This design comes from an exercise in tuning for small area, a short achievable clock period and few clock cycles per item on the open sky130 flow, not from production work.
Only simulation tests tie the RTL to the original design; equivalence was not proved.
Power and IR drop assume default switching activity.

==> design/flow/design.v <==
module smlb_compositor #(
    parameter H = 64                       
) (
    input  wire        clk,
    input  wire        rst,                
    input  wire        in_valid,
    output wire        in_ready,
    input  wire [47:0] in_src,
    input  wire [47:0] in_row,
    input  wire        in_last,
    input  wire [15:0] in_hwy,
    input  wire [2:0]  in_shift,
    input  wire [7:0]  in_bright,
    input  wire        in_ck_en,
    input  wire [47:0] in_ck_key,
    input  wire [15:0] in_ck_first,
    input  wire [15:0] in_ck_last,
    output reg         out_valid,
    input  wire        out_ready,
    output reg  [47:0] out_row,
    output reg         out_last,
    output reg  [1:0]  out_status
);
    localparam [1:0] ST_OK = 2'd0, ST_SATURATED = 2'd1, ST_RANGE = 2'd2;
    reg  k_valid;
    reg  in_ready_q;
    wire adv = !k_valid;
    assign in_ready = in_ready_q;
    wire       in_range = (in_shift > 3'd4) || (in_hwy >= H);
    wire [5:0] hwy_lo   = in_hwy[5:0];
    wire       below    = (in_ck_first[15:6] != 10'd0) || (hwy_lo < in_ck_first[5:0]);
    wire       above    = (in_ck_last[15:6] == 10'd0) && (hwy_lo > in_ck_last[5:0]);
    wire       in_keyed = in_src == in_ck_key;
    wire       in_skip  = in_range || (in_bright == 8'd0) ||
                          (in_ck_en && (below || above || in_keyed));
    function [16:0] correct_raw;           
        input [15:0] v;
        input [2:0]  s;
        reg   [15:0] t;
        reg          c;
        begin
            if (s[2]) begin
                t = {v[11:0], 4'd0};
                c = v[15:12] != 4'd0;
            end else begin
                case (s[1:0])
                    2'd0: begin t = v;                c = 1'b0;              end
                    2'd1: begin t = {v[14:0], 1'd0};  c = v[15];             end
                    2'd2: begin t = {v[13:0], 2'd0};  c = v[15:14] != 2'd0;  end
                    default: begin t = {v[12:0], 3'd0}; c = v[15:13] != 3'd0; end
                endcase
            end
            correct_raw = {c, t};
        end
    endfunction
    wire [16:0] in_cr = correct_raw(in_src[47:32], in_shift);
    wire [16:0] in_cg = correct_raw(in_src[31:16], in_shift);
    wire [16:0] in_cb = correct_raw(in_src[15:0],  in_shift);
    reg        s1_valid;
    reg [47:0] s1_u, s1_row;               
    reg [2:0]  s1_clamp;                   
    reg [7:0]  s1_bright;
    reg        s1_skip, s1_range, s1_last;
    always @(posedge clk) begin
        if (rst)
            s1_valid <= 1'b0;
        else if (adv)
            s1_valid <= in_valid;
    end
    always @(posedge clk) begin
        if (adv) begin
            s1_u      <= {in_cr[15:0], in_cg[15:0], in_cb[15:0]};
            s1_clamp  <= {in_cr[16], in_cg[16], in_cb[16]};
            s1_row    <= in_row;
            s1_bright <= in_bright;
            s1_skip   <= in_skip;
            s1_range  <= in_range;
            s1_last   <= in_last;
        end
    end
    wire [7:0]  br_eff = s1_skip ? 8'd0 : s1_bright;
    wire [47:0] s1_t = s1_u | {{16{s1_clamp[2]}}, {16{s1_clamp[1]}}, {16{s1_clamp[0]}}};
    wire [23:0] nr, ng, nb;
    smlb_numer u_nr (.o(s1_row[47:32]), .t(s1_t[47:32]), .br(br_eff), .n(nr));
    smlb_numer u_ng (.o(s1_row[31:16]), .t(s1_t[31:16]), .br(br_eff), .n(ng));
    smlb_numer u_nb (.o(s1_row[15:0]),  .t(s1_t[15:0]),  .br(br_eff), .n(nb));
    wire pix_sat = !s1_skip && (s1_clamp != 3'd0);
    reg row_sat;
    wire [1:0] status = s1_range             ? ST_RANGE :
                        (row_sat || pix_sat) ? ST_SATURATED : ST_OK;
    reg        s2_valid;
    reg [23:0] s2_nr, s2_ng, s2_nb;
    reg [1:0]  s2_status;
    reg        s2_last;
    always @(posedge clk) begin
        if (rst) begin
            s2_valid <= 1'b0;
            row_sat  <= 1'b0;
        end else if (adv) begin
            s2_valid <= s1_valid;
            if (s1_valid)
                row_sat <= s1_last ? 1'b0 : (row_sat || pix_sat);
        end
    end
    always @(posedge clk) begin
        if (adv) begin
            s2_nr     <= nr;
            s2_ng     <= ng;
            s2_nb     <= nb;
            s2_status <= s1_last ? status : ST_OK;
            s2_last   <= s1_last;
        end
    end
    wire [15:0] qr, qg, qb;
    smlb_div255 u_qr (.n(s2_nr), .q(qr));
    smlb_div255 u_qg (.n(s2_ng), .q(qg));
    smlb_div255 u_qb (.n(s2_nb), .q(qb));
    wire [50:0] res = {qr, qg, qb, s2_last, s2_status};
    reg  [50:0] k_data;
    wire        o_free = !out_valid || out_ready;
    always @(posedge clk) begin
        if (rst) begin
            out_valid <= 1'b0;
            k_valid   <= 1'b0;
        end else if (o_free) begin
            out_valid <= k_valid || s2_valid;
            k_valid   <= 1'b0;
        end else if (!k_valid) begin
            k_valid   <= s2_valid;
        end
    end
    always @(posedge clk) begin
        if (rst)
            in_ready_q <= 1'b1;
        else
            in_ready_q <= o_free || (!k_valid && !s2_valid);
    end
    always @(posedge clk) begin
        if (!k_valid)
            k_data <= res;
        if (o_free)
            {out_row, out_last, out_status} <= k_valid ? k_data : res;
    end
endmodule
module smlb_div255 (
    input  wire [23:0] n,
    output wire [15:0] q
);
    wire [7:0] h1 = n[23:16], h0 = n[15:8], l = n[7:0];
    wire [9:0] s3 = {2'd0, h1} + {2'd0, h0} + {2'd0, l};
    wire       c1 = s3 >= 10'd255;
    wire       c2 = s3 >= 10'd510;
    wire [8:0] lo0 = {1'b0, h0} + {1'b0, h1};
    wire [8:0] lo  = lo0 + {7'd0, c2, c1 & ~c2};
    assign q = {lo[8] ? h1 + 8'd1 : h1, lo[7:0]};
endmodule
module smlb_numer (
    input  wire [15:0] o,
    input  wire [15:0] t,
    input  wire [7:0]  br,
    output wire [23:0] n
);
    wire r0_0 = br[0] ? t[0] : o[0];
    wire r0_1 = br[0] ? t[1] : o[1];
    wire r0_2 = br[0] ? t[2] : o[2];
    wire r0_3 = br[0] ? t[3] : o[3];
    wire r0_4 = br[0] ? t[4] : o[4];
    wire r0_5 = br[0] ? t[5] : o[5];
    wire r0_6 = br[0] ? t[6] : o[6];
    wire r0_7 = br[0] ? t[7] : o[7];
    wire r0_8 = br[0] ? t[8] : o[8];
    wire r0_9 = br[0] ? t[9] : o[9];
    wire r0_10 = br[0] ? t[10] : o[10];
    wire r0_11 = br[0] ? t[11] : o[11];
    wire r0_12 = br[0] ? t[12] : o[12];
    wire r0_13 = br[0] ? t[13] : o[13];
    wire r0_14 = br[0] ? t[14] : o[14];
    wire r0_15 = br[0] ? t[15] : o[15];
    wire r1_0 = br[1] ? t[0] : o[0];
    wire r1_1 = br[1] ? t[1] : o[1];
    wire r1_2 = br[1] ? t[2] : o[2];
    wire r1_3 = br[1] ? t[3] : o[3];
    wire r1_4 = br[1] ? t[4] : o[4];
    wire r1_5 = br[1] ? t[5] : o[5];
    wire r1_6 = br[1] ? t[6] : o[6];
    wire r1_7 = br[1] ? t[7] : o[7];
    wire r1_8 = br[1] ? t[8] : o[8];
    wire r1_9 = br[1] ? t[9] : o[9];
    wire r1_10 = br[1] ? t[10] : o[10];
    wire r1_11 = br[1] ? t[11] : o[11];
    wire r1_12 = br[1] ? t[12] : o[12];
    wire r1_13 = br[1] ? t[13] : o[13];
    wire r1_14 = br[1] ? t[14] : o[14];
    wire r1_15 = br[1] ? t[15] : o[15];
    wire r2_0 = br[2] ? t[0] : o[0];
    wire r2_1 = br[2] ? t[1] : o[1];
    wire r2_2 = br[2] ? t[2] : o[2];
    wire r2_3 = br[2] ? t[3] : o[3];
    wire r2_4 = br[2] ? t[4] : o[4];
    wire r2_5 = br[2] ? t[5] : o[5];
    wire r2_6 = br[2] ? t[6] : o[6];
    wire r2_7 = br[2] ? t[7] : o[7];
    wire r2_8 = br[2] ? t[8] : o[8];
    wire r2_9 = br[2] ? t[9] : o[9];
    wire r2_10 = br[2] ? t[10] : o[10];
    wire r2_11 = br[2] ? t[11] : o[11];
    wire r2_12 = br[2] ? t[12] : o[12];
    wire r2_13 = br[2] ? t[13] : o[13];
    wire r2_14 = br[2] ? t[14] : o[14];
    wire r2_15 = br[2] ? t[15] : o[15];
    wire r3_0 = br[3] ? t[0] : o[0];
    wire r3_1 = br[3] ? t[1] : o[1];
    wire r3_2 = br[3] ? t[2] : o[2];
    wire r3_3 = br[3] ? t[3] : o[3];
    wire r3_4 = br[3] ? t[4] : o[4];
    wire r3_5 = br[3] ? t[5] : o[5];
    wire r3_6 = br[3] ? t[6] : o[6];
    wire r3_7 = br[3] ? t[7] : o[7];
    wire r3_8 = br[3] ? t[8] : o[8];
    wire r3_9 = br[3] ? t[9] : o[9];
    wire r3_10 = br[3] ? t[10] : o[10];
    wire r3_11 = br[3] ? t[11] : o[11];
    wire r3_12 = br[3] ? t[12] : o[12];
    wire r3_13 = br[3] ? t[13] : o[13];
    wire r3_14 = br[3] ? t[14] : o[14];
    wire r3_15 = br[3] ? t[15] : o[15];
    wire r4_0 = br[4] ? t[0] : o[0];
    wire r4_1 = br[4] ? t[1] : o[1];
    wire r4_2 = br[4] ? t[2] : o[2];
    wire r4_3 = br[4] ? t[3] : o[3];
    wire r4_4 = br[4] ? t[4] : o[4];
    wire r4_5 = br[4] ? t[5] : o[5];
    wire r4_6 = br[4] ? t[6] : o[6];
    wire r4_7 = br[4] ? t[7] : o[7];
    wire r4_8 = br[4] ? t[8] : o[8];
    wire r4_9 = br[4] ? t[9] : o[9];
    wire r4_10 = br[4] ? t[10] : o[10];
    wire r4_11 = br[4] ? t[11] : o[11];
    wire r4_12 = br[4] ? t[12] : o[12];
    wire r4_13 = br[4] ? t[13] : o[13];
    wire r4_14 = br[4] ? t[14] : o[14];
    wire r4_15 = br[4] ? t[15] : o[15];
    wire r5_0 = br[5] ? t[0] : o[0];
    wire r5_1 = br[5] ? t[1] : o[1];
    wire r5_2 = br[5] ? t[2] : o[2];
    wire r5_3 = br[5] ? t[3] : o[3];
    wire r5_4 = br[5] ? t[4] : o[4];
    wire r5_5 = br[5] ? t[5] : o[5];
    wire r5_6 = br[5] ? t[6] : o[6];
    wire r5_7 = br[5] ? t[7] : o[7];
    wire r5_8 = br[5] ? t[8] : o[8];
    wire r5_9 = br[5] ? t[9] : o[9];
    wire r5_10 = br[5] ? t[10] : o[10];
    wire r5_11 = br[5] ? t[11] : o[11];
    wire r5_12 = br[5] ? t[12] : o[12];
    wire r5_13 = br[5] ? t[13] : o[13];
    wire r5_14 = br[5] ? t[14] : o[14];
    wire r5_15 = br[5] ? t[15] : o[15];
    wire r6_0 = br[6] ? t[0] : o[0];
    wire r6_1 = br[6] ? t[1] : o[1];
    wire r6_2 = br[6] ? t[2] : o[2];
    wire r6_3 = br[6] ? t[3] : o[3];
    wire r6_4 = br[6] ? t[4] : o[4];
    wire r6_5 = br[6] ? t[5] : o[5];
    wire r6_6 = br[6] ? t[6] : o[6];
    wire r6_7 = br[6] ? t[7] : o[7];
    wire r6_8 = br[6] ? t[8] : o[8];
    wire r6_9 = br[6] ? t[9] : o[9];
    wire r6_10 = br[6] ? t[10] : o[10];
    wire r6_11 = br[6] ? t[11] : o[11];
    wire r6_12 = br[6] ? t[12] : o[12];
    wire r6_13 = br[6] ? t[13] : o[13];
    wire r6_14 = br[6] ? t[14] : o[14];
    wire r6_15 = br[6] ? t[15] : o[15];
    wire r7_0 = br[7] ? t[0] : o[0];
    wire r7_1 = br[7] ? t[1] : o[1];
    wire r7_2 = br[7] ? t[2] : o[2];
    wire r7_3 = br[7] ? t[3] : o[3];
    wire r7_4 = br[7] ? t[4] : o[4];
    wire r7_5 = br[7] ? t[5] : o[5];
    wire r7_6 = br[7] ? t[6] : o[6];
    wire r7_7 = br[7] ? t[7] : o[7];
    wire r7_8 = br[7] ? t[8] : o[8];
    wire r7_9 = br[7] ? t[9] : o[9];
    wire r7_10 = br[7] ? t[10] : o[10];
    wire r7_11 = br[7] ? t[11] : o[11];
    wire r7_12 = br[7] ? t[12] : o[12];
    wire r7_13 = br[7] ? t[13] : o[13];
    wire r7_14 = br[7] ? t[14] : o[14];
    wire r7_15 = br[7] ? t[15] : o[15];
    wire w1;
    wire w2;
    wire w3;
    wire w4;
    wire w5;
    wire w6;
    wire w7;
    wire w8;
    wire w9;
    wire w10;
    wire w11;
    wire w12;
    wire w13;
    wire w14;
    wire w15;
    wire w16;
    wire w17;
    wire w18;
    wire w19;
    wire w20;
    wire w21;
    wire w22;
    wire w23;
    wire w24;
    wire w25;
    wire w26;
    wire w27;
    wire w28;
    wire w29;
    wire w30;
    wire w31;
    wire w32;
    wire w33;
    wire w34;
    wire w35;
    wire w36;
    wire w37;
    wire w38;
    wire w39;
    wire w40;
    wire w41;
    wire w42;
    wire w43;
    wire w44;
    wire w45;
    wire w46;
    wire w47;
    wire w48;
    wire w49;
    wire w50;
    wire w51;
    wire w52;
    wire w53;
    wire w54;
    wire w55;
    wire w56;
    wire w57;
    wire w58;
    wire w59;
    wire w60;
    wire w61;
    wire w62;
    wire w63;
    wire w64;
    wire w65;
    wire w66;
    wire w67;
    wire w68;
    wire w69;
    wire w70;
    wire w71;
    wire w72;
    wire w73;
    wire w74;
    wire w75;
    wire w76;
    wire w77;
    wire w78;
    wire w79;
    wire w80;
    wire w81;
    wire w82;
    wire w83;
    wire w84;
    wire w85;
    wire w86;
    wire w87;
    wire w88;
    wire w89;
    wire w90;
    wire w91;
    wire w92;
    wire w93;
    wire w94;
    wire w95;
    wire w96;
    wire w97;
    wire w98;
    wire w99;
    wire w100;
    wire w101;
    wire w102;
    wire w103;
    wire w104;
    wire w105;
    wire w106;
    wire w107;
    wire w108;
    wire w109;
    wire w110;
    wire w111;
    wire w112;
    wire w113;
    wire w114;
    wire w115;
    wire w116;
    wire w117;
    wire w118;
    wire w119;
    wire w120;
    wire w121;
    wire w122;
    wire w123;
    wire w124;
    wire w125;
    wire w126;
    wire w127;
    wire w128;
    wire w129;
    wire w130;
    wire w131;
    wire w132;
    wire w133;
    wire w134;
    wire w135;
    wire w136;
    wire w137;
    wire w138;
    wire w139;
    wire w140;
    wire w141;
    wire w142;
    wire w143;
    wire w144;
    wire w145;
    wire w146;
    wire w147;
    wire w148;
    wire w149;
    wire w150;
    wire w151;
    wire w152;
    wire w153;
    wire w154;
    wire w155;
    wire w156;
    wire w157;
    wire w158;
    wire w159;
    wire w160;
    wire w161;
    wire w162;
    wire w163;
    wire w164;
    wire w165;
    wire w166;
    wire w167;
    wire w168;
    wire w169;
    wire w170;
    wire w171;
    wire w172;
    wire w173;
    wire w174;
    wire w175;
    wire w176;
    wire w177;
    wire w178;
    wire w179;
    wire w180;
    wire w181;
    wire w182;
    wire w183;
    wire w184;
    wire w185;
    wire w186;
    wire w187;
    wire w188;
    wire w189;
    wire w190;
    wire w191;
    wire w192;
    wire w193;
    wire w194;
    wire w195;
    wire w196;
    wire w197;
    wire w198;
    wire w199;
    wire w200;
    wire w201;
    wire w202;
    wire w203;
    wire w204;
    wire w205;
    wire w206;
    wire w207;
    wire w208;
    wire w209;
    wire w210;
    wire w211;
    wire w212;
    wire w213;
    wire w214;
    wire w215;
    wire w216;
    wire w217;
    wire w218;
    wire w219;
    wire w220;
    wire w221;
    wire w222;
    wire w223;
    wire w224;
    wire w225;
    wire w226;
    wire w227;
    wire w228;
    wire w229;
    wire w230;
    wire w231;
    wire w232;
    wire w233;
    wire w234;
    wire w235;
    wire w236;
    wire w237;
    wire w238;
    wire w239;
    wire w240;
    wire w241;
    wire w242;
    wire w243;
    wire w244;
    wire w245;
    wire w246;
    wire w247;
    wire w248;
    wire w249;
    wire w250;
    wire w251;
    wire w252;
    wire w253;
    wire w254;
    wire w255;
    wire w256;
    wire w257;
    wire w258;
    wire w259;
    wire w260;
    wire w261;
    wire w262;
    wire w263;
    wire w264;
    wire w265;
    wire w266;
    wire w267;
    wire w268;
    wire w269;
    wire w270;
    wire w271;
    wire w272;
    wire w273;
    wire w274;
    wire w275;
    wire w276;
    wire w277;
    wire w278;
    wire w279;
    wire w280;
    wire w281;
    wire w282;
    wire w283;
    wire w284;
    wire w285;
    wire w286;
    wire w287;
    wire w288;
    wire w289;
    wire w290;
    wire w291;
    wire w292;
    wire w293;
    wire w294;
    wire w295;
    wire w296;
    wire w297;
    wire w298;
    wire w299;
    wire w300;
    wire w301;
    wire w302;
    wire w303;
    wire w304;
    wire w305;
    wire w306;
    wire w307;
    wire w308;
    wire w309;
    wire w310;
    wire w311;
    wire w312;
    wire w313;
    wire w314;
    wire w315;
    wire w316;
    wire w317;
    wire w318;
    wire w319;
    wire w320;
    wire w321;
    wire w322;
    wire w323;
    wire w324;
    wire w325;
    wire w326;
    wire w327;
    wire w328;
    wire w329;
    wire w330;
    wire w331;
    wire w332;
    wire w333;
    wire w334;
    wire w335;
    wire w336;
    wire w337;
    wire w338;
    wire w339;
    wire w340;
    assign w1 = r0_6 ^ r1_5;
    assign w2 = r0_6 & r1_5;
    assign w3 = r0_7 ^ r1_6 ^ r2_5;
    assign w4 = (r0_7 & r1_6) | (r0_7 & r2_5) | (r1_6 & r2_5);
    assign w5 = r3_4 ^ r4_3;
    assign w6 = r3_4 & r4_3;
    assign w7 = r0_8 ^ r1_7 ^ r2_6;
    assign w8 = (r0_8 & r1_7) | (r0_8 & r2_6) | (r1_7 & r2_6);
    assign w9 = r3_5 ^ r4_4 ^ r5_3;
    assign w10 = (r3_5 & r4_4) | (r3_5 & r5_3) | (r4_4 & r5_3);
    assign w11 = r0_9 ^ r1_8 ^ r2_7;
    assign w12 = (r0_9 & r1_8) | (r0_9 & r2_7) | (r1_8 & r2_7);
    assign w13 = r3_6 ^ r4_5 ^ r5_4;
    assign w14 = (r3_6 & r4_5) | (r3_6 & r5_4) | (r4_5 & r5_4);
    assign w15 = r0_10 ^ r1_9 ^ r2_8;
    assign w16 = (r0_10 & r1_9) | (r0_10 & r2_8) | (r1_9 & r2_8);
    assign w17 = r3_7 ^ r4_6 ^ r5_5;
    assign w18 = (r3_7 & r4_6) | (r3_7 & r5_5) | (r4_6 & r5_5);
    assign w19 = r0_11 ^ r1_10 ^ r2_9;
    assign w20 = (r0_11 & r1_10) | (r0_11 & r2_9) | (r1_10 & r2_9);
    assign w21 = r3_8 ^ r4_7 ^ r5_6;
    assign w22 = (r3_8 & r4_7) | (r3_8 & r5_6) | (r4_7 & r5_6);
    assign w23 = r0_12 ^ r1_11 ^ r2_10;
    assign w24 = (r0_12 & r1_11) | (r0_12 & r2_10) | (r1_11 & r2_10);
    assign w25 = r3_9 ^ r4_8 ^ r5_7;
    assign w26 = (r3_9 & r4_8) | (r3_9 & r5_7) | (r4_8 & r5_7);
    assign w27 = r0_13 ^ r1_12 ^ r2_11;
    assign w28 = (r0_13 & r1_12) | (r0_13 & r2_11) | (r1_12 & r2_11);
    assign w29 = r3_10 ^ r4_9 ^ r5_8;
    assign w30 = (r3_10 & r4_9) | (r3_10 & r5_8) | (r4_9 & r5_8);
    assign w31 = r0_14 ^ r1_13 ^ r2_12;
    assign w32 = (r0_14 & r1_13) | (r0_14 & r2_12) | (r1_13 & r2_12);
    assign w33 = r3_11 ^ r4_10 ^ r5_9;
    assign w34 = (r3_11 & r4_10) | (r3_11 & r5_9) | (r4_10 & r5_9);
    assign w35 = r0_15 ^ r1_14 ^ r2_13;
    assign w36 = (r0_15 & r1_14) | (r0_15 & r2_13) | (r1_14 & r2_13);
    assign w37 = r3_12 ^ r4_11 ^ r5_10;
    assign w38 = (r3_12 & r4_11) | (r3_12 & r5_10) | (r4_11 & r5_10);
    assign w39 = r1_15 ^ r2_14 ^ r3_13;
    assign w40 = (r1_15 & r2_14) | (r1_15 & r3_13) | (r2_14 & r3_13);
    assign w41 = r4_12 ^ r5_11;
    assign w42 = r4_12 & r5_11;
    assign w43 = r2_15 ^ r3_14 ^ r4_13;
    assign w44 = (r2_15 & r3_14) | (r2_15 & r4_13) | (r3_14 & r4_13);
    assign w45 = r0_4 ^ r1_3;
    assign w46 = r0_4 & r1_3;
    assign w47 = r0_5 ^ r1_4 ^ r2_3;
    assign w48 = (r0_5 & r1_4) | (r0_5 & r2_3) | (r1_4 & r2_3);
    assign w49 = r3_2 ^ r4_1;
    assign w50 = r3_2 & r4_1;
    assign w51 = w1 ^ r2_4 ^ r3_3;
    assign w52 = (w1 & r2_4) | (w1 & r3_3) | (r2_4 & r3_3);
    assign w53 = r4_2 ^ r5_1 ^ r6_0;
    assign w54 = (r4_2 & r5_1) | (r4_2 & r6_0) | (r5_1 & r6_0);
    assign w55 = w2 ^ w3 ^ w5;
    assign w56 = (w2 & w3) | (w2 & w5) | (w3 & w5);
    assign w57 = r5_2 ^ r6_1 ^ r7_0;
    assign w58 = (r5_2 & r6_1) | (r5_2 & r7_0) | (r6_1 & r7_0);
    assign w59 = w4 ^ w6 ^ w7;
    assign w60 = (w4 & w6) | (w4 & w7) | (w6 & w7);
    assign w61 = w9 ^ r6_2 ^ r7_1;
    assign w62 = (w9 & r6_2) | (w9 & r7_1) | (r6_2 & r7_1);
    assign w63 = w8 ^ w10 ^ w11;
    assign w64 = (w8 & w10) | (w8 & w11) | (w10 & w11);
    assign w65 = w13 ^ r6_3 ^ r7_2;
    assign w66 = (w13 & r6_3) | (w13 & r7_2) | (r6_3 & r7_2);
    assign w67 = w12 ^ w14 ^ w15;
    assign w68 = (w12 & w14) | (w12 & w15) | (w14 & w15);
    assign w69 = w17 ^ r6_4 ^ r7_3;
    assign w70 = (w17 & r6_4) | (w17 & r7_3) | (r6_4 & r7_3);
    assign w71 = w16 ^ w18 ^ w19;
    assign w72 = (w16 & w18) | (w16 & w19) | (w18 & w19);
    assign w73 = w21 ^ r6_5 ^ r7_4;
    assign w74 = (w21 & r6_5) | (w21 & r7_4) | (r6_5 & r7_4);
    assign w75 = w20 ^ w22 ^ w23;
    assign w76 = (w20 & w22) | (w20 & w23) | (w22 & w23);
    assign w77 = w25 ^ r6_6 ^ r7_5;
    assign w78 = (w25 & r6_6) | (w25 & r7_5) | (r6_6 & r7_5);
    assign w79 = w24 ^ w26 ^ w27;
    assign w80 = (w24 & w26) | (w24 & w27) | (w26 & w27);
    assign w81 = w29 ^ r6_7 ^ r7_6;
    assign w82 = (w29 & r6_7) | (w29 & r7_6) | (r6_7 & r7_6);
    assign w83 = w28 ^ w30 ^ w31;
    assign w84 = (w28 & w30) | (w28 & w31) | (w30 & w31);
    assign w85 = w33 ^ r6_8 ^ r7_7;
    assign w86 = (w33 & r6_8) | (w33 & r7_7) | (r6_8 & r7_7);
    assign w87 = w32 ^ w34 ^ w35;
    assign w88 = (w32 & w34) | (w32 & w35) | (w34 & w35);
    assign w89 = w37 ^ r6_9 ^ r7_8;
    assign w90 = (w37 & r6_9) | (w37 & r7_8) | (r6_9 & r7_8);
    assign w91 = w36 ^ w38 ^ w39;
    assign w92 = (w36 & w38) | (w36 & w39) | (w38 & w39);
    assign w93 = w41 ^ r6_10 ^ r7_9;
    assign w94 = (w41 & r6_10) | (w41 & r7_9) | (r6_10 & r7_9);
    assign w95 = w40 ^ w42 ^ w43;
    assign w96 = (w40 & w42) | (w40 & w43) | (w42 & w43);
    assign w97 = r5_12 ^ r6_11 ^ r7_10;
    assign w98 = (r5_12 & r6_11) | (r5_12 & r7_10) | (r6_11 & r7_10);
    assign w99 = w44 ^ r3_15 ^ r4_14;
    assign w100 = (w44 & r3_15) | (w44 & r4_14) | (r3_15 & r4_14);
    assign w101 = r5_13 ^ r6_12 ^ r7_11;
    assign w102 = (r5_13 & r6_12) | (r5_13 & r7_11) | (r6_12 & r7_11);
    assign w103 = r4_15 ^ r5_14 ^ r6_13;
    assign w104 = (r4_15 & r5_14) | (r4_15 & r6_13) | (r5_14 & r6_13);
    assign w105 = r0_3 ^ r1_2;
    assign w106 = r0_3 & r1_2;
    assign w107 = w45 ^ r2_2 ^ r3_1;
    assign w108 = (w45 & r2_2) | (w45 & r3_1) | (r2_2 & r3_1);
    assign w109 = w46 ^ w47 ^ w49;
    assign w110 = (w46 & w47) | (w46 & w49) | (w47 & w49);
    assign w111 = w48 ^ w50 ^ w51;
    assign w112 = (w48 & w50) | (w48 & w51) | (w50 & w51);
    assign w113 = w52 ^ w54 ^ w55;
    assign w114 = (w52 & w54) | (w52 & w55) | (w54 & w55);
    assign w115 = w56 ^ w58 ^ w59;
    assign w116 = (w56 & w58) | (w56 & w59) | (w58 & w59);
    assign w117 = w60 ^ w62 ^ w63;
    assign w118 = (w60 & w62) | (w60 & w63) | (w62 & w63);
    assign w119 = w64 ^ w66 ^ w67;
    assign w120 = (w64 & w66) | (w64 & w67) | (w66 & w67);
    assign w121 = w68 ^ w70 ^ w71;
    assign w122 = (w68 & w70) | (w68 & w71) | (w70 & w71);
    assign w123 = w72 ^ w74 ^ w75;
    assign w124 = (w72 & w74) | (w72 & w75) | (w74 & w75);
    assign w125 = w76 ^ w78 ^ w79;
    assign w126 = (w76 & w78) | (w76 & w79) | (w78 & w79);
    assign w127 = w80 ^ w82 ^ w83;
    assign w128 = (w80 & w82) | (w80 & w83) | (w82 & w83);
    assign w129 = w84 ^ w86 ^ w87;
    assign w130 = (w84 & w86) | (w84 & w87) | (w86 & w87);
    assign w131 = w88 ^ w90 ^ w91;
    assign w132 = (w88 & w90) | (w88 & w91) | (w90 & w91);
    assign w133 = w92 ^ w94 ^ w95;
    assign w134 = (w92 & w94) | (w92 & w95) | (w94 & w95);
    assign w135 = w96 ^ w98 ^ w99;
    assign w136 = (w96 & w98) | (w96 & w99) | (w98 & w99);
    assign w137 = w100 ^ w102 ^ w103;
    assign w138 = (w100 & w102) | (w100 & w103) | (w102 & w103);
    assign w139 = w104 ^ r5_15 ^ r6_14;
    assign w140 = (w104 & r5_15) | (w104 & r6_14) | (r5_15 & r6_14);
    assign w141 = r0_2 ^ r1_1;
    assign w142 = r0_2 & r1_1;
    assign w143 = w105 ^ r2_1 ^ r3_0;
    assign w144 = (w105 & r2_1) | (w105 & r3_0) | (r2_1 & r3_0);
    assign w145 = w106 ^ w107 ^ r4_0;
    assign w146 = (w106 & w107) | (w106 & r4_0) | (w107 & r4_0);
    assign w147 = w108 ^ w109 ^ r5_0;
    assign w148 = (w108 & w109) | (w108 & r5_0) | (w109 & r5_0);
    assign w149 = w110 ^ w111 ^ w53;
    assign w150 = (w110 & w111) | (w110 & w53) | (w111 & w53);
    assign w151 = w112 ^ w113 ^ w57;
    assign w152 = (w112 & w113) | (w112 & w57) | (w113 & w57);
    assign w153 = w114 ^ w115 ^ w61;
    assign w154 = (w114 & w115) | (w114 & w61) | (w115 & w61);
    assign w155 = w116 ^ w117 ^ w65;
    assign w156 = (w116 & w117) | (w116 & w65) | (w117 & w65);
    assign w157 = w118 ^ w119 ^ w69;
    assign w158 = (w118 & w119) | (w118 & w69) | (w119 & w69);
    assign w159 = w120 ^ w121 ^ w73;
    assign w160 = (w120 & w121) | (w120 & w73) | (w121 & w73);
    assign w161 = w122 ^ w123 ^ w77;
    assign w162 = (w122 & w123) | (w122 & w77) | (w123 & w77);
    assign w163 = w124 ^ w125 ^ w81;
    assign w164 = (w124 & w125) | (w124 & w81) | (w125 & w81);
    assign w165 = w126 ^ w127 ^ w85;
    assign w166 = (w126 & w127) | (w126 & w85) | (w127 & w85);
    assign w167 = w128 ^ w129 ^ w89;
    assign w168 = (w128 & w129) | (w128 & w89) | (w129 & w89);
    assign w169 = w130 ^ w131 ^ w93;
    assign w170 = (w130 & w131) | (w130 & w93) | (w131 & w93);
    assign w171 = w132 ^ w133 ^ w97;
    assign w172 = (w132 & w133) | (w132 & w97) | (w133 & w97);
    assign w173 = w134 ^ w135 ^ w101;
    assign w174 = (w134 & w135) | (w134 & w101) | (w135 & w101);
    assign w175 = w136 ^ w137 ^ r7_12;
    assign w176 = (w136 & w137) | (w136 & r7_12) | (w137 & r7_12);
    assign w177 = w138 ^ w139 ^ r7_13;
    assign w178 = (w138 & w139) | (w138 & r7_13) | (w139 & r7_13);
    assign w179 = w140 ^ r6_15 ^ r7_14;
    assign w180 = (w140 & r6_15) | (w140 & r7_14) | (r6_15 & r7_14);
    assign w181 = r0_1 & r1_0;
    assign w182 = r0_1 ^ r1_0;
    assign w183 = w141 & r2_0;
    assign w184 = w141 ^ r2_0;
    assign w185 = w142 & w143;
    assign w186 = w142 ^ w143;
    assign w187 = w144 & w145;
    assign w188 = w144 ^ w145;
    assign w189 = w146 & w147;
    assign w190 = w146 ^ w147;
    assign w191 = w148 & w149;
    assign w192 = w148 ^ w149;
    assign w193 = w150 & w151;
    assign w194 = w150 ^ w151;
    assign w195 = w152 & w153;
    assign w196 = w152 ^ w153;
    assign w197 = w154 & w155;
    assign w198 = w154 ^ w155;
    assign w199 = w156 & w157;
    assign w200 = w156 ^ w157;
    assign w201 = w158 & w159;
    assign w202 = w158 ^ w159;
    assign w203 = w160 & w161;
    assign w204 = w160 ^ w161;
    assign w205 = w162 & w163;
    assign w206 = w162 ^ w163;
    assign w207 = w164 & w165;
    assign w208 = w164 ^ w165;
    assign w209 = w166 & w167;
    assign w210 = w166 ^ w167;
    assign w211 = w168 & w169;
    assign w212 = w168 ^ w169;
    assign w213 = w170 & w171;
    assign w214 = w170 ^ w171;
    assign w215 = w172 & w173;
    assign w216 = w172 ^ w173;
    assign w217 = w174 & w175;
    assign w218 = w174 ^ w175;
    assign w219 = w176 & w177;
    assign w220 = w176 ^ w177;
    assign w221 = w178 & w179;
    assign w222 = w178 ^ w179;
    assign w223 = w180 & r7_15;
    assign w224 = w180 ^ r7_15;
    assign w225 = w182 & r0_0;
    assign w226 = w185 | (w186 & w183);
    assign w227 = w186 & w184;
    assign w228 = w189 | (w190 & w187);
    assign w229 = w190 & w188;
    assign w230 = w193 | (w194 & w191);
    assign w231 = w194 & w192;
    assign w232 = w197 | (w198 & w195);
    assign w233 = w198 & w196;
    assign w234 = w201 | (w202 & w199);
    assign w235 = w202 & w200;
    assign w236 = w205 | (w206 & w203);
    assign w237 = w206 & w204;
    assign w238 = w209 | (w210 & w207);
    assign w239 = w210 & w208;
    assign w240 = w213 | (w214 & w211);
    assign w241 = w214 & w212;
    assign w242 = w217 | (w218 & w215);
    assign w243 = w218 & w216;
    assign w244 = w221 | (w222 & w219);
    assign w245 = w222 & w220;
    assign w246 = w183 | (w184 & w181);
    assign w247 = w184 & w225;
    assign w248 = w226 | (w227 & w181);
    assign w249 = w227 & w225;
    assign w250 = w191 | (w192 & w228);
    assign w251 = w192 & w229;
    assign w252 = w230 | (w231 & w228);
    assign w253 = w231 & w229;
    assign w254 = w199 | (w200 & w232);
    assign w255 = w200 & w233;
    assign w256 = w234 | (w235 & w232);
    assign w257 = w235 & w233;
    assign w258 = w207 | (w208 & w236);
    assign w259 = w208 & w237;
    assign w260 = w238 | (w239 & w236);
    assign w261 = w239 & w237;
    assign w262 = w215 | (w216 & w240);
    assign w263 = w216 & w241;
    assign w264 = w242 | (w243 & w240);
    assign w265 = w243 & w241;
    assign w266 = w223 | (w224 & w244);
    assign w267 = w224 & w245;
    assign w268 = w187 | (w188 & w248);
    assign w269 = w188 & w249;
    assign w270 = w228 | (w229 & w248);
    assign w271 = w229 & w249;
    assign w272 = w250 | (w251 & w248);
    assign w273 = w251 & w249;
    assign w274 = w252 | (w253 & w248);
    assign w275 = w253 & w249;
    assign w276 = w203 | (w204 & w256);
    assign w277 = w204 & w257;
    assign w278 = w236 | (w237 & w256);
    assign w279 = w237 & w257;
    assign w280 = w258 | (w259 & w256);
    assign w281 = w259 & w257;
    assign w282 = w260 | (w261 & w256);
    assign w283 = w261 & w257;
    assign w284 = w219 | (w220 & w264);
    assign w285 = w220 & w265;
    assign w286 = w244 | (w245 & w264);
    assign w287 = w245 & w265;
    assign w288 = w266 | (w267 & w264);
    assign w289 = w267 & w265;
    assign w290 = w195 | (w196 & w274);
    assign w291 = w196 & w275;
    assign w292 = w232 | (w233 & w274);
    assign w293 = w233 & w275;
    assign w294 = w254 | (w255 & w274);
    assign w295 = w255 & w275;
    assign w296 = w256 | (w257 & w274);
    assign w297 = w257 & w275;
    assign w298 = w276 | (w277 & w274);
    assign w299 = w277 & w275;
    assign w300 = w278 | (w279 & w274);
    assign w301 = w279 & w275;
    assign w302 = w280 | (w281 & w274);
    assign w303 = w281 & w275;
    assign w304 = w282 | (w283 & w274);
    assign w305 = w283 & w275;
    assign w306 = w211 | (w212 & w304);
    assign w307 = w212 & w305;
    assign w308 = w240 | (w241 & w304);
    assign w309 = w241 & w305;
    assign w310 = w262 | (w263 & w304);
    assign w311 = w263 & w305;
    assign w312 = w264 | (w265 & w304);
    assign w313 = w265 & w305;
    assign w314 = w284 | (w285 & w304);
    assign w315 = w285 & w305;
    assign w316 = w286 | (w287 & w304);
    assign w317 = w287 & w305;
    assign w318 = w288 | (w289 & w304);
    assign w319 = w289 & w305;
    assign w320 = w184 ^ w181;
    assign w321 = w186 ^ w246;
    assign w322 = w188 ^ w248;
    assign w323 = w190 ^ w268;
    assign w324 = w192 ^ w270;
    assign w325 = w194 ^ w272;
    assign w326 = w196 ^ w274;
    assign w327 = w198 ^ w290;
    assign w328 = w200 ^ w292;
    assign w329 = w202 ^ w294;
    assign w330 = w204 ^ w296;
    assign w331 = w206 ^ w298;
    assign w332 = w208 ^ w300;
    assign w333 = w210 ^ w302;
    assign w334 = w212 ^ w304;
    assign w335 = w214 ^ w306;
    assign w336 = w216 ^ w308;
    assign w337 = w218 ^ w310;
    assign w338 = w220 ^ w312;
    assign w339 = w222 ^ w314;
    assign w340 = w224 ^ w316;
    assign n = {w318, w340, w339, w338, w337, w336, w335, w334, w333, w332, w331, w330, w329, w328, w327, w326, w325, w324, w323, w322, w321, w320, w182, r0_0};
endmodule
==> design/flow/flow/run.sh <==
#!/bin/bash
# The standard layout, with two changes: the ports get buf_1 buffers instead
# of the delay buffers buffer_ports picks by default, and the timing repair
# is asked to leave a setup margin, so that it works on the paths that set
# the achieved period. Each tool's log is in orfs/logs; make's output is in
# standard.log.
set -e
bash standard.sh SETUP_SLACK_MARGIN=18.0 "BUFFER_PORTS_ARGS=-buffer_cell sky130_fd_sc_hd__buf_1" finish > standard.log 2>&1
==> design/flow/standard.sh <==
#!/bin/bash
# synth_recipe.tcl (not shown) runs the flow's synth.tcl, then flattens the netlist and writes it again
# the make line also repeats each setting of config.mk as NAME=value (left out here)
make -C /OpenROAD-flow-scripts/flow DESIGN_CONFIG=/design/flow/config.mk WORK_HOME=/design/flow/orfs CLKGATE_MAP_FILE= SYNTH_SCRIPT=/design/flow/synth_recipe.tcl "${@:-finish}"
==> design/flow/config.mk <==
export PLATFORM = sky130hd
export DESIGN_NAME = smlb_compositor
export DESIGN_NICKNAME = smlb_compositor
export VERILOG_FILES = /design/flow/design.v
export SDC_FILE = /design/flow/constraint.sdc
export NUM_CORES = 4
export LEC_CHECK = 0
export CAP_MARGIN = 20
export CORE_MARGIN = 2
export CORE_UTILIZATION = 55
export CTS_BUF_LIST = sky130_fd_sc_hd__clkbuf_8
export CTS_CLUSTER_DIAMETER = 50
export CTS_CLUSTER_SIZE = 15
export PLACE_DENSITY = 0.7
export SLEW_MARGIN = 20
==> design/flow/constraint.sdc <==
create_clock -name core_clock -period 24.0 [get_ports {clk}]
set_input_delay 4.8000 -clock core_clock [delete_from_list [all_inputs] [get_ports {clk}]]
set_output_delay 4.8000 -clock core_clock [all_outputs]
set_load 0.01 [all_outputs]
==> flow_summary.toml, run 1 <==
[setup_path]
startpoint_type = "flop"
critPathMaxFanout = 1
critPathKind = "flop to primary output"
worst-path-stages = 1
cpLargestDelayFamily = "flip-flops"
cp_slowest_cell = "edfxtp_1"
critPathBufInv = 1
crit_chain = "clkbuf_2"
max_stage_delay_ns = 0.40
endpoint_kind = "primary output"
worstPathRequired_ns = 19.20
crit_arrival_ns = 1.17
r2r_cells = 24

[synthesis]
synth_seq_cells = 293
synth_edf_count = 236
async_flop_share_pct = 0
ys_top_cells_by_area = "edfxtp_1 (25%), fa_1 (21%), ha_1 (7.8%)"
syn_area_mm2 = 0.0279
yosysWarnings = 1
syn_area_per_cell_um2 = 9.39
netlist_instances = 2969
synth_nets = 3642
post_synth_num_cell_types = 78
netlist.area_leader.share_pct = 25.4
ys.flop_type = "edfxtp_1"
yosysTopAreaCell = "edfxtp_1"
synth_seq_area_share_pct = 29.5

[final_layout]
area_delta_synth_final_pct = 9.32
num-nets-final = 3802
seqCellArea_mm2 = 0.00823
fillCellCount = 4373
drive_gt1_share_pct = 7.93
multiInputGateArea_mm2 = 0.0181

[timing]
tightest_slew_ns = 1.02
tns_ns = 0
rsz0062_at_grt = "true"
fmax_mhz = 168
skew_ns = 0.0231
slew_violations = 0
setup_viol = 0
hold_slack_ns = 0.465
hold_viol = 0
min_period_ns = 5.97
slew_headroom_pct = 32.0
finalCritPeriodShare_pct = 24.9

[detailed_routing]
finalWirelength_mm = 71.7
drt_iter0_markers = 1771
wire_per_inst_um = 18.7
firstDrtPassIters = 5
drc = 0
vias = 21896
ant_nets = 0
via_per_inst = 5.71

[power_and_ir_drop]
power_density_mw_per_mm2 = 144
swShare_pct = 45.9
p_seq_share_pct = 22.2
p_total_mw = 4.39
power_frac_comb_pct = 69.1
ir_drop_mv = 0.0930
power_switching_mw = 2.02
leakage_nw = 12.9
internal-power_mw = 2.37
p_clk_share_pct = 8.7

[clock_tree]
cts_max_level = 2
cts_root_buffer = "clkbuf_8"
clock_latency_ns = 0.62
cts_tree = "done"
ctsHoldBuffers = 0
clock-sinks = 293
clkTransAtPathRegs_ns = 0.09
clk_path_buf_depth = 3
cts_buffers = 35

[die]
die_h_um = 229
die_w_um = 229
io_pins = 262
die-area_mm2 = 0.0525
core_area_mm2 = 0.0501
rows = 82
initial_utilization_pct = 55.7

[status]
outcome = "no timing/DRC/antenna violations"

[min_path]
whs_path_depth = 2
hp-class = "flop to flop"

[place]
hpwl_mm = 54.0
io_buffers = 261
place_congestion = 0.976

[grt]
grt_pass1_vias = 21924
grt_pass1_wl_mm = 113
grt_max_degree = 128
antenna_found_initial = 8
track_usage_pct = 26.9
grt_overflow = 0

[flow_run]
maxCapViolCount = 0
power groups by stage:
stage	combinational [mW]	clock [mW]	sequential, mW
floorplan	2.19	0	0.964
global placement	2.71	0	0.982
detailed placement	2.84	0	0.986
CTS	2.87	0.395	0.973
global route	3.40	0.409	0.991
finish	3.04	0.381	0.974
cell usage in the layout (no fill, tap or decap), types with 18 or more instances in the layout:
cell      instances
edfxtp_1        236
a211oi_1         18
xnor2_1         113
a21oi_1         389
o21ai_0         155
nand2_1         167
fa_1            283
buf_4            28
ha_1            168
clkbuf_8         37
nand3_1          27
nor2_1          440
inv_1           306
buf_1           245
mux2_2           36
xor2_1           37
nand4_1          19
mux2i_1          32
nor2b_1          18
a21o_1           25
dfxtp_1          56
nor3_1           23
stage by stage:
step                      utilization, %  worst slack [ns]  instance area [um2]  std cells
after detailed placement            58.3             17.18                29200       3741
final                               60.9             18.03                30500       3833
after global routing                60.9             17.91                30500       3833
after global placement              58.3             17.26                29200       3741
after CTS                           60.0             17.90                30000       3806
after floorplan                        -             17.80                27900       2969
registers in the layout (all words and copies together) (netlist names), 3 cells and up:
signal	cells
s2_nb	24
s2_nr	24
out_row	48
s1_row	48
s1_bright	8
k_data	51
s1_u	48
s1_clamp	3
s2_ng	24
layout make-up:
type / count / share of cell area [%]
diodes: 7 / 0.0575
clock buffers: 37 / 1.67
multi-input cells: 2194 / 59.3
clock inverters: 25 / 0.821
repair buffers: 298 / 4.53
inverters: 307 / 3.86
flip-flops and latches: 293 / 27.0
well taps: 672 / 2.76
tightest hold or removal path, delay by kind of cell, from the launching register on:
| family | cells | cell delay (ns) |
|---|---|---|
| DFF | 1 | 0.31 |
| AOI/OAI and AO/OA | 1 | 0.06 |
| and+or+nand+nor | 1 | 0.05 |
path summary, 6_finish.rpt:
check	end	slack [ns]	from
min	k_data[32]	0.46	k_data[32]
max reg2reg	out_row[13]	18.17	s2_nb[18]
max	out_row[42]	18.03	out_row[42]
min reg2reg	k_data[32]	0.46	k_data[32]
timing repair:
action,4_1_cts,5_1_grt
gates resized for setup,14,81
buffers inserted,3,19
endpoints found under the setup margin,45,89
pin swaps,1,35
cloned,0,1
routing by layer:
layer	up-vias	GRT usage, %	wire [um]
met1	10477	35.9	30000
met4	2	9.88	2470
li1	10324	-	-
met3	151	4.52	5400
met5	-	0	13
met2	942	44.2	33800
Yosys cell counts (27+ instances only):
| library cell | count |
|---|---|
| edfxtp_1 | 236 |
| fa_1 | 291 |
| buf_1 | 59 |
| ha_1 | 173 |
| dfxtp_1 | 57 |
| inv_1 | 307 |
| o21ai_0 | 164 |
| clkbuf_1 | 110 |
| mux2_2 | 36 |
| a21oi_1 | 393 |
| mux2i_1 | 33 |
| nand3_1 | 27 |
| xnor2_1 | 115 |
| nand2_1 | 168 |
| nor2_1 | 448 |
| xor2_1 | 39 |
logic make-up (layout without fill, tap and decap cells):
logic type	after synthesis	after routing	share of synthesized area [%]
DFF	293	293	29.5
adders and majority gates	464	464	28.7
xor gates and xnor gates	155	155	4.90
buffers and inverters	482	667	6.52
muxes	83	83	3.77
AOI/OAI and AO/OA	709	709	14.5
other	0	7	0
and+or+nand+nor	783	783	12.1
Testbench counts, summed over its fixed seeds: cycles 12,312, items 12,288.
==> run 2, diff against run 1 <==
--- a/design/flow/config.mk
+++ b/design/flow/config.mk
@@ -13,3 +13,4 @@
 export CTS_CLUSTER_SIZE = 15
 export PLACE_DENSITY = 0.7
 export SLEW_MARGIN = 20
+export TNS_END_PERCENT = 0
==> flow_summary.toml, run 2 <==
[synthesis]
synth_nets = 3642
ys.flop_type = "edfxtp_1"
synth_seq_cells = 293
synth_most_common_cell = "nor2_1"
netlist_instances = 2969
synth_edf_count = 236
syn_area_per_cell_um2 = 9.39
synth_seq_area_share_pct = 29.5
yosysTopAreaCell = "edfxtp_1"
async_flop_share_pct = 0
synth_commonest_cells = "nor2_1 (448), a21oi_1 (393), inv_1 (307)"
yosysWarnings = 1
ys_top_cells_by_area = "edfxtp_1 (25%), fa_1 (21%), ha_1 (7.8%)"
post_synth_num_cell_types = 78
syn_area_mm2 = 0.0279
netlist.area_leader.share_pct = 25.4

[clock_tree]
clkTransAtPathRegs_ns = 0.09
ctsHoldBuffers = 0
clock-sinks = 293
cts_root_buffer = "clkbuf_8"
cts_max_level = 2
cts_buffers = 38
clock_latency_ns = 0.63
clk_path_buf_depth = 3
cts_tree = "done"

[power_and_ir_drop]
internal-power_mw = 2.39
power_switching_mw = 2.02
p_seq_share_pct = 22.1
leakage_nw = 12.9
ir_drop_mv = 0.0885
p_clk_share_pct = 9.7
swShare_pct = 45.8
power_frac_comb_pct = 68.2
power_density_mw_per_mm2 = 145

[setup_path]
startpoint_type = "flop"
critPathKind = "flop to flop"
r2r_slack_ns = 18.01
worstPathRequired_ns = 24.33
crit_arrival_ns = 6.32
endpoint_kind = "flop"
critPathMaxFanout = 5

[grt]
track_usage_pct = 26.8
grt_max_degree = 121
grt_overflow = 0
grt_pass1_wl_mm = 113
grt_pass1_vias = 21928
antenna_found_initial = 6

[timing]
hold_slack_ns = 0.465
tns_ns = 0
rsz0062_at_grt = "true"
hold_viol = 0
min_period_ns = 5.99
tightest_slew_ns = 1.08
setup_viol = 0
fmax_mhz = 167
slew_headroom_pct = 27.8
fin_ws_ns = 18.01
slew_violations = 0
finalCritPeriodShare_pct = 25.0
skew_ns = 0.0253

[die]
die-area_mm2 = 0.0525
rows = 82
die_w_um = 229
die_h_um = 229
io_pins = 262
initial_utilization_pct = 55.7
core_area_mm2 = 0.0501

[detailed_routing]
vias = 21638
firstDrtPassIters = 7
wire_per_inst_um = 18.4
ant_nets = 0
drt_iter0_markers = 1640
drc = 0
via_per_inst = 5.63
finalWirelength_mm = 70.6

[place]
hpwl_mm = 53.5
io_buffers = 261
dp_slack_ns = 17.21
place_congestion = 0.968
placed_cells = 3741

[final_layout]
fillCellCount = 4330
final_cells = 3841
seqCellArea_mm2 = 0.00823
multiInputGateArea_mm2 = 0.0180
final_cell_mix = "nor2_1 (445), a21oi_1 (389), inv_1 (311)"
area_delta_synth_final_pct = 9.20
num-nets-final = 3808
layout_commonest_cell = "nor2_1"
drive_gt1_share_pct = 7.14
largest_register_ff_count = 51
regMostFlops = "k_data"

[status]
outcome = "no timing/DRC/antenna violations"

[flow_run]
maxCapViolCount = 0

[min_path]
hp-class = "flop to flop"
[run 2: cell types whose count changed in the layout (fill, tap and decap cells not counted), moves of 5 or more]
cell / change
nor2_1: +5
fa_1: +5
inv_1: +5
clkbuf_2: -10
buf_1: +13
inv_8: +5
fa_2: -5
[run 2: layout make-up]
class,instances,share of cell area [%]
antenna,4,0.0329
inverter,307,3.81
tap,672,2.76
timing repair buffer,301,4.38
sequential,293,27.0
clock buffer,39,1.76
clock inverter,31,1.13
multi-input combinational,2194,59.1
[run 2: per-layer routing]
| metal | track usage (%) | share of wire [%] |
|---|---|---|
| met1 | 36.3 | 43 |
| met2 | 43.7 | 47 |
| met3 | 4.51 | 6.9 |
| met4 | 9.21 | 3.2 |
| met5 | 0 | 0.038 |
[run 2: critical path: stages, from the launching register on]
cell and delay (ns):
edfxtp_1 0.55, ha_2 0.26, inv_1 0.05, fa_1 0.40
o31a_1 0.36, xnor2_1 0.15, ha_1 0.38, nand3_1 0.10
o211ai_1 0.19, o211ai_1 0.10, a21boi_0 0.50, or4_1 0.20
nand3_1 0.10, fa_2 0.54, inv_1 0.04, ha_1 0.21
a21oi_2 0.17, o21ai_1 0.12, a2111oi_2 0.41, nor2_2 0.15
buf_4 0.16, mux2i_1 0.12, xnor2_1 0.27, o21ai_0 0.15
[run 2: worst paths after layout]
kind                            startpoint          end  cells after the start
worst min register to register  k_data[32]   k_data[32]                      2
worst max register to register   s2_nr[16]  out_row[45]                     23
worst max-delay path             s2_nr[16]  out_row[45]                     23
worst min-delay path            k_data[32]   k_data[32]                      2
[run 2: power groups by stage]
stage,combinational (mW),sequential [mW],clock (mW)
after global routing,3.37,0.991,0.455
final,3.01,0.973,0.427
after floorplan,2.19,0.964,0
after CTS,2.88,0.974,0.439
after global placement,2.70,0.982,0
after detailed placement,2.82,0.986,0
[run 2: repair_timing]
action,in CTS,in global routing
setup endpoints to repair,43,133
resized for setup,14,40
buffers inserted,5,21
pin swaps,11,33
[run 2: logic make-up after synthesis]
kind of cell             synth area share [%]
AND/OR/NAND/NOR                          12.1
AO/OA/AOI/OAI                            14.5
buffers and inverters                    6.52
adder cells (fa/ha/maj)                  28.7
flip-flops                               29.5
XOR/XNOR                                 4.90
multiplexers                             3.77
[run 2: through the flow]
stage / instance area, um2 / utilization [%] / power, mW
2_1_floorplan: 27900 / - / 3.15
3_3_place_gp: 29200 / 58.3 / 3.69
3_5_place_dp: 29200 / 58.3 / 3.81
4_1_cts: 30100 / 60.2 / 4.29
5_1_grt: 30400 / 60.8 / 4.82
6_report: 30400 / 60.8 / 4.41
==> run 3, diff against run 2 <==
--- a/design/flow/config.mk
+++ b/design/flow/config.mk
@@ -13,4 +13,4 @@
 export CTS_CLUSTER_SIZE = 15
 export PLACE_DENSITY = 0.7
 export SLEW_MARGIN = 20
-export TNS_END_PERCENT = 0
+export TNS_END_PERCENT = 10
==> flow_summary.toml, run 3 <==
[status]
outcome = "no timing/DRC/antenna violations"

[grt]
grt_pass1_wl_mm = 113
grt_max_degree = 136
track_usage_pct = 26.7
grt_overflow = 0
antenna_found_initial = 5
grt_pass1_vias = 21829

[die]
die-area_mm2 = 0.0525
rows = 82
die_w_um = 229
initial_utilization_pct = 55.7
core_area_mm2 = 0.0501
io_pins = 262
die_h_um = 229

[final_layout]
fillCellCount = 4301
drive_gt1_share_pct = 7.56
final_cells = 3839
area_delta_synth_final_pct = 9.38
num-nets-final = 3806
design_area_mm2 = 0.0305
final_cell_mix = "nor2_1 (441), a21oi_1 (388), inv_1 (314)"
regMostFlops = "k_data"
largest_register_ff_count = 51
layout_commonest_cell = "nor2_1"

[setup_path]
critPathMaxFanout = 1
max_stage_delay_ns = 0.41
endpoint_kind = "primary output"
crit_chain = "buf_1"
rr_endpoint = "s2_nb[17]"
r2r_cells = 17
startpoint_type = "flop"
crit_arrival_ns = 1.19
cpLargestDelayFamily = "flip-flops"
worstPathRequired_ns = 19.20
reg2reg_from = "s1_clamp[0]"
r2r_slack_ns = 18.12
critPathBufInv = 1
critPathKind = "flop to primary output"
cp_slowest_cell = "edfxtp_1"

[timing]
setup_viol = 0
tightest_slew_ns = 1.05
finalCritPeriodShare_pct = 24.9
skew_ns = 0.0405
tns_ns = 0
min_period_ns = 5.99
hold_viol = 0
hold_slack_ns = 0.464
slew_headroom_pct = 30.1
slew_violations = 0
fmax_mhz = 167
rsz0062_at_grt = "true"

[power_and_ir_drop]
swShare_pct = 46.0
p_total_mw = 4.50
p_clk_share_pct = 8.9
ir_drop_mv = 0.118
p_seq_share_pct = 21.7
power_density_mw_per_mm2 = 148
power_frac_comb_pct = 69.4
internal-power_mw = 2.43
leakage_nw = 12.9
power_switching_mw = 2.07

[detailed_routing]
finalWirelength_mm = 70.5
via_per_inst = 5.69
ant_nets = 0
vias = 21829
firstDrtPassIters = 6
wire_per_inst_um = 18.4
drt_iter0_markers = 1648
drc = 0

[min_path]
whs_path_depth = 2
hp-class = "flop to flop"
min_to = "k_data[32]"
hp-start = "k_data[32]"

[synthesis]
ys_top_cells_by_area = "edfxtp_1 (25%), fa_1 (21%), ha_1 (7.8%)"
synth_most_common_cell = "nor2_1"
ys.flop_type = "edfxtp_1"
async_flop_share_pct = 0
synth_seq_cells = 293
yosysWarnings = 1
synth_seq_area_share_pct = 29.5
synth_commonest_cells = "nor2_1 (448), a21oi_1 (393), inv_1 (307)"
syn_area_mm2 = 0.0279
synth_edf_count = 236
netlist_instances = 2969
yosysTopAreaCell = "edfxtp_1"
post_synth_num_cell_types = 78
netlist.area_leader.share_pct = 25.4
synth_nets = 3642
syn_area_per_cell_um2 = 9.39

[clock_tree]
cts_max_level = 2
ctsHoldBuffers = 0
cts_root_buffer = "clkbuf_8"
clkTransAtPathRegs_ns = 0.09
cts_tree = "done"
cts_buffers = 37
clock-sinks = 293
clock_latency_ns = 0.63
clk_path_buf_depth = 3

[place]
placed_cells = 3741
io_buffers = 261
place_area_mm2 = 0.0292
place_congestion = 0.973
hpwl_mm = 53.2

[flow_run]
maxCapViolCount = 0
==> run 3: cell counts after synthesis <==
Identical to the previous run, type by type.
==> run 3: power groups by stage <==
stage                     registers, mW  clock network, mW  logic, mW
after global placement            0.984                  0       2.71
final                             0.976              0.401       3.12
after global routing              0.994              0.431       3.48
after detailed placement          0.989                  0       2.84
after CTS                         0.975              0.415       2.90
after floorplan                   0.964                  0       2.19
==> run 3: worst reg2reg max path: cells and delay by family (launching register included) <==
kind / cells / cell delay, ns
adder cells (fa/ha/maj): 6 / 2.88
AO/OA/AOI/OAI: 5 / 0.96
AND/OR/NAND/NOR: 3 / 0.74
flip-flops: 1 / 0.65
XOR/XNOR: 1 / 0.32
buffers and inverters: 2 / 0.14
==> run 3: what timing repair did <==
item,CTS,global route
hold endpoints to repair,0,0
buffers inserted,4,21
pin swaps,2,40
gates resized for setup,12,71
setup endpoints to repair,63,128
==> run 3: layout make-up <==
type,count,area [um2],share of cell area (%)
flip-flops and latches,293,8230,27.0
clock buffers,37,509,1.67
inverters,307,1160,3.80
clock inverters,31,307,1.01
diodes,5,12.5,0.0410
well taps,672,841,2.76
multi-input cells,2194,18100,59.3
repair buffers,300,1340,4.40
==> run 3: per-stage QoR <==
| stage | worst slack [ns] | util (%) |
|---|---|---|
| global placement | 17.29 | 58.3 |
| detailed placement | 17.23 | 58.3 |
| floorplan | 17.70 | - |
| finish | 18.01 | 60.9 |
| global route | 17.87 | 60.9 |
| CTS | 17.83 | 60.0 |
==> run 3: kinds of logic (layout without fill, tap and decap cells) <==
group / count (synthesis) / count (layout) / synth area share [%]
AO/OA/AOI/OAI: 709 / 709 / 14.5
flip-flops: 293 / 293 / 29.5
other: 0 / 5 / 0
XOR/XNOR: 155 / 155 / 4.90
buffers and inverters: 482 / 675 / 6.52
multiplexers: 83 / 83 / 3.77
AND/OR/NAND/NOR: 783 / 783 / 12.1
adder cells (fa/ha/maj): 464 / 464 / 28.7
==> run 3: worst max-delay path by stage <==
stage,start,to,slack [ns],cells after the start
floorplan,in_ck_last[1],s1_skip,17.70,8
global placement,in_shift[1],s1_u[10],17.29,5
detailed placement,in_shift[1],s1_u[10],17.23,5
CTS,s1_skip,s2_nb[17],17.83,18
global route,s1_clamp[0],s2_nb[17],17.87,17
finish,out_row[15],out_row[15],18.01,1
==> run 3: per-layer routing <==
layer / GRT usage (%) / share of wire, % / vias to the layer above
met5: 0 / 0 / -
met4: 8.38 / 2.9 / 0
met3: 3.88 / 7.0 / 125
met2: 44.4 / 47 / 894
met1: 36.4 / 43 / 10472
li1: - / - / 10338
==> run 4, diff against run 3 <==
--- a/design/flow/config.mk
+++ b/design/flow/config.mk
@@ -7,10 +7,9 @@
 export LEC_CHECK = 0
 export CAP_MARGIN = 20
 export CORE_MARGIN = 2
-export CORE_UTILIZATION = 55
+export CORE_UTILIZATION = 65
 export CTS_BUF_LIST = sky130_fd_sc_hd__clkbuf_8
 export CTS_CLUSTER_DIAMETER = 50
 export CTS_CLUSTER_SIZE = 15
-export PLACE_DENSITY = 0.7
+export PLACE_DENSITY = 0.8
 export SLEW_MARGIN = 20
-export TNS_END_PERCENT = 10
==> flow_summary.toml, run 4 <==
[detailed_routing]
top_layer_used = "met5"
wl_met1_mm = 28.5
drt_iter0_markers = 2224
drc = 0
finalWirelength_mm = 70.6
wire_per_inst_um = 19.1
via_per_inst = 5.96
firstDrtPassIters = 6
vias = 22081
wl_met2_mm = 33.6
ant_nets = 0
wl_met3_mm = 5.64

[final_layout]
regMostFlops = "k_data"
final_cell_mix = "nor2_1 (444), a21oi_1 (389), inv_1 (305)"
area_delta_synth_final_pct = 9.16
fillCellCount = 3075
seqCellArea_mm2 = 0.00823
num-nets-final = 3805
layout_commonest_cell = "nor2_1"
multiInputGateArea_mm2 = 0.0181
largest_register_ff_count = 51
drive_gt1_share_pct = 7.47

[timing]
finalCritPeriodShare_pct = 24.9
hold_viol = 0
fmax_mhz = 167
tns_ns = 0
rsz0062_at_grt = "true"
slew_headroom_pct = 34.4
slew_violations = 0
skew_ns = 0.0358
tightest_slew_ns = 0.984
setup_viol = 0
min_period_ns = 5.99
fin_ws_ns = 18.01

[power_and_ir_drop]
power_density_mw_per_mm2 = 147
internal-power_mw = 2.45
power_frac_comb_pct = 68.9
power_switching_mw = 2.04
ir_drop_mv = 0.109
p_clk_share_pct = 9.4
p_seq_share_pct = 21.7
swShare_pct = 45.4
leakage_nw = 13.0

[die]
initial_utilization_pct = 66.2
die_h_um = 211
rows = 75
die-area_mm2 = 0.0446
io_pins = 262
core_area_mm2 = 0.0421
die_w_um = 211

[setup_path]
crit_arrival_ns = 6.32
r2r_cells = 24
rr_endpoint = "out_row[29]"
startpoint_type = "flop"
worstPathRequired_ns = 24.34
r2r_slack_ns = 18.01
endpoint_kind = "flop"
critPathKind = "flop to flop"
reg2reg_from = "s2_ng[16]"
critPathMaxFanout = 5

[grt]
antenna_found_initial = 11
grt_pass1_vias = 22305
grt_max_degree = 121
grt_overflow = 0
track_usage_pct = 32.2
grt_pass1_wl_mm = 113

[synthesis]
yosysWarnings = 1
syn_area_per_cell_um2 = 9.39
synth_commonest_cells = "nor2_1 (448), a21oi_1 (393), inv_1 (307)"
synth_seq_cells = 293
post_synth_num_cell_types = 78
netlist.area_leader.share_pct = 25.4
syn_area_mm2 = 0.0279
synth_edf_count = 236
synth_most_common_cell = "nor2_1"
synth_seq_area_share_pct = 29.5
yosysTopAreaCell = "edfxtp_1"
ys.flop_type = "edfxtp_1"
ys_top_cells_by_area = "edfxtp_1 (25%), fa_1 (21%), ha_1 (7.8%)"
netlist_instances = 2969
synth_nets = 3642
async_flop_share_pct = 0

[clock_tree]
cts_max_level = 2
cts_tree = "done"
clock_latency_ns = 0.62
clk_path_buf_depth = 3
cts_buffers = 36
clkTransAtPathRegs_ns = 0.09
clock-sinks = 293
cts_root_buffer = "clkbuf_8"

[place]
place_congestion = 0.973
io_buffers = 261
dp_slack_ns = 17.21
hpwl_mm = 54.3

[min_path]
hp-start = "k_data[11]"
whs_path_depth = 2
min_to = "k_data[11]"
hp-class = "flop to flop"

[flow_run]
maxCapViolCount = 0

[status]
outcome = "no timing/DRC/antenna violations"
## run 4: cell types whose count changed in the layout (fill, tap and decap cells not counted), moves of 4 or more
| cell | previous run | this run |
|---|---|---|
| buf_1 | 258 | 254 |
| inv_1 | 314 | 305 |
| clkbuf_2 | 2 | 6 |
| nor2_2 | 8 | 4 |
## run 4: worst max path at each step
stage / from / to / slack (ns) / depth (start not counted)
after global routing: s2_ng[16] / out_row[29] / 17.87 / 24
after floorplan: in_ck_last[1] / s1_skip / 17.80 / 8
after detailed placement: in_shift[1] / s1_u[43] / 17.21 / 6
final: s2_ng[16] / out_row[29] / 18.01 / 24
after global placement: in_shift[1] / s1_u[10] / 17.27 / 5
after CTS: s2_ng[16] / out_row[29] / 17.96 / 24
## run 4: cell type report
class | count | share of cell area [%]
Sequential cell | 293 | 27.0
Clock inverter | 28 | 1.18
Tap cell | 539 | 2.22
Clock buffer | 37 | 1.67
Timing Repair Buffer | 300 | 4.45
Inverter | 307 | 3.87
Multi-Input combinational cell | 2194 | 59.5
Antenna cell | 5 | 0.0411
## run 4: cell families (layout without fill, tap and decap cells)
| kind of cell | after synthesis | in the layout | synth area share, % |
|---|---|---|---|
| and+or+nand+nor | 783 | 783 | 12.1 |
| AOI/OAI and AO/OA | 709 | 709 | 14.5 |
| buffers and inverters | 482 | 672 | 6.52 |
| adders and majority gates | 464 | 464 | 28.7 |
| DFF | 293 | 293 | 29.5 |
| xor gates and xnor gates | 155 | 155 | 4.90 |
| muxes | 83 | 83 | 3.77 |
| other | 0 | 5 | 0 |
## run 4: routing by layer
metal / track usage (%) / up-vias
met1: 42.5 / 10583
met4: 11.9 / 12
met2: 53.4 / 982
met5: 0 / -
li1: - / 10328
met3: 6.05 / 176
## run 4: what timing repair did
action                                 in CTS  in global routing
setup buffers                               5                 20
hold buffers                                0                  0
setup endpoints to repair                  49                 81
resized for setup                          10                 73
pin swaps                                   5                 29
endpoints found under the hold margin       0                  0
## run 4: power by group through the flow
stage | Combinational [mW] | Clock [mW] | Sequential, mW
2_1_floorplan | 2.19 | 0 | 0.964
3_3_place_gp | 2.67 | 0 | 0.978
3_5_place_dp | 2.82 | 0 | 0.984
4_1_cts | 2.87 | 0.433 | 0.970
5_1_grt | 3.45 | 0.450 | 0.988
6_report | 3.09 | 0.424 | 0.973
## run 4: per-stage QoR
step / power [mW] / cell area [um2] / hold WS [ns] / util, % / instances
2_1_floorplan: 3.15 / 27900 / 0.431 / - / 2969
3_3_place_gp: 3.65 / 29000 / 0.439 / 68.9 / 3608
3_5_place_dp: 3.80 / 29000 / 0.455 / 68.9 / 3608
4_1_cts: 4.27 / 30000 / 0.476 / 71.1 / 3678
5_1_grt: 4.89 / 30400 / 0.492 / 72.2 / 3702
6_report: 4.49 / 30400 / 0.469 / 72.2 / 3703
## run 4: critical path: stages, from the launching register on
cell	delay, ns
edfxtp_1	0.42
ha_2	0.21
inv_2	0.04
fa_2	0.37
o31a_1	0.34
o21ai_2	0.19
xor2_2	0.22
ha_4	0.24
a21oi_4	0.21
xnor2_2	0.14
nand3_1	0.12
nor4_2	0.34
nand3_2	0.17
o21ai_2	0.18
o21ai_2	0.09
fa_2	0.54
inv_2	0.05
ha_4	0.16
a21oi_4	0.19
o21ai_4	0.10
a2111oi_4	0.41
nor3_2	0.13
or4b_4	0.58
xnor2_2	0.19
o21ai_2	0.07

-- re-timing with driven ports --
No port has a modelled driver above. Below, the same layouts with a new extraction and two added sets of constraints. Step 1 (the two cells are an assumption about what drives the block):
set clk [get_ports {clk}]
set_driving_cell -lib_cell sky130_fd_sc_hd__clkbuf_16 $clk
set_driving_cell -lib_cell sky130_fd_sc_hd__buf_2 [delete_from_list [all_inputs] $clk]
Step 2, shift: input delay + t, output delay - t, t = (earliest + latest rising clock arrival at the registers) / 2. This alone moves slack from input paths to output paths. a / b / c = ideal ports / drivers / drivers and shift; a / b = the first two.
run	shift t [ns]	setup WS [ns]	latest minus earliest clock arrival (ns)	worst register clock-pin slew, ns	pins driven straight from the clock port
run 1	0.665	18.031 / 17.976 / 17.464	0.030 / 0.030	0.10 / 0.10	1
run 2	0.676	18.012 / 17.973 / 17.413	0.028 / 0.029	0.10 / 0.10	1
run 3	0.669	18.013 / 17.958 / 17.427	0.041 / 0.042	0.09 / 0.09	1
run 4	0.652	18.014 / 17.998 / 17.462	0.037 / 0.036	0.09 / 0.09	1
After both steps every run listed still meets setup and hold. For run 2, which loses most, drivers alone change the setup slack by -0.039 ns; drivers and shift together by -0.599 ns.
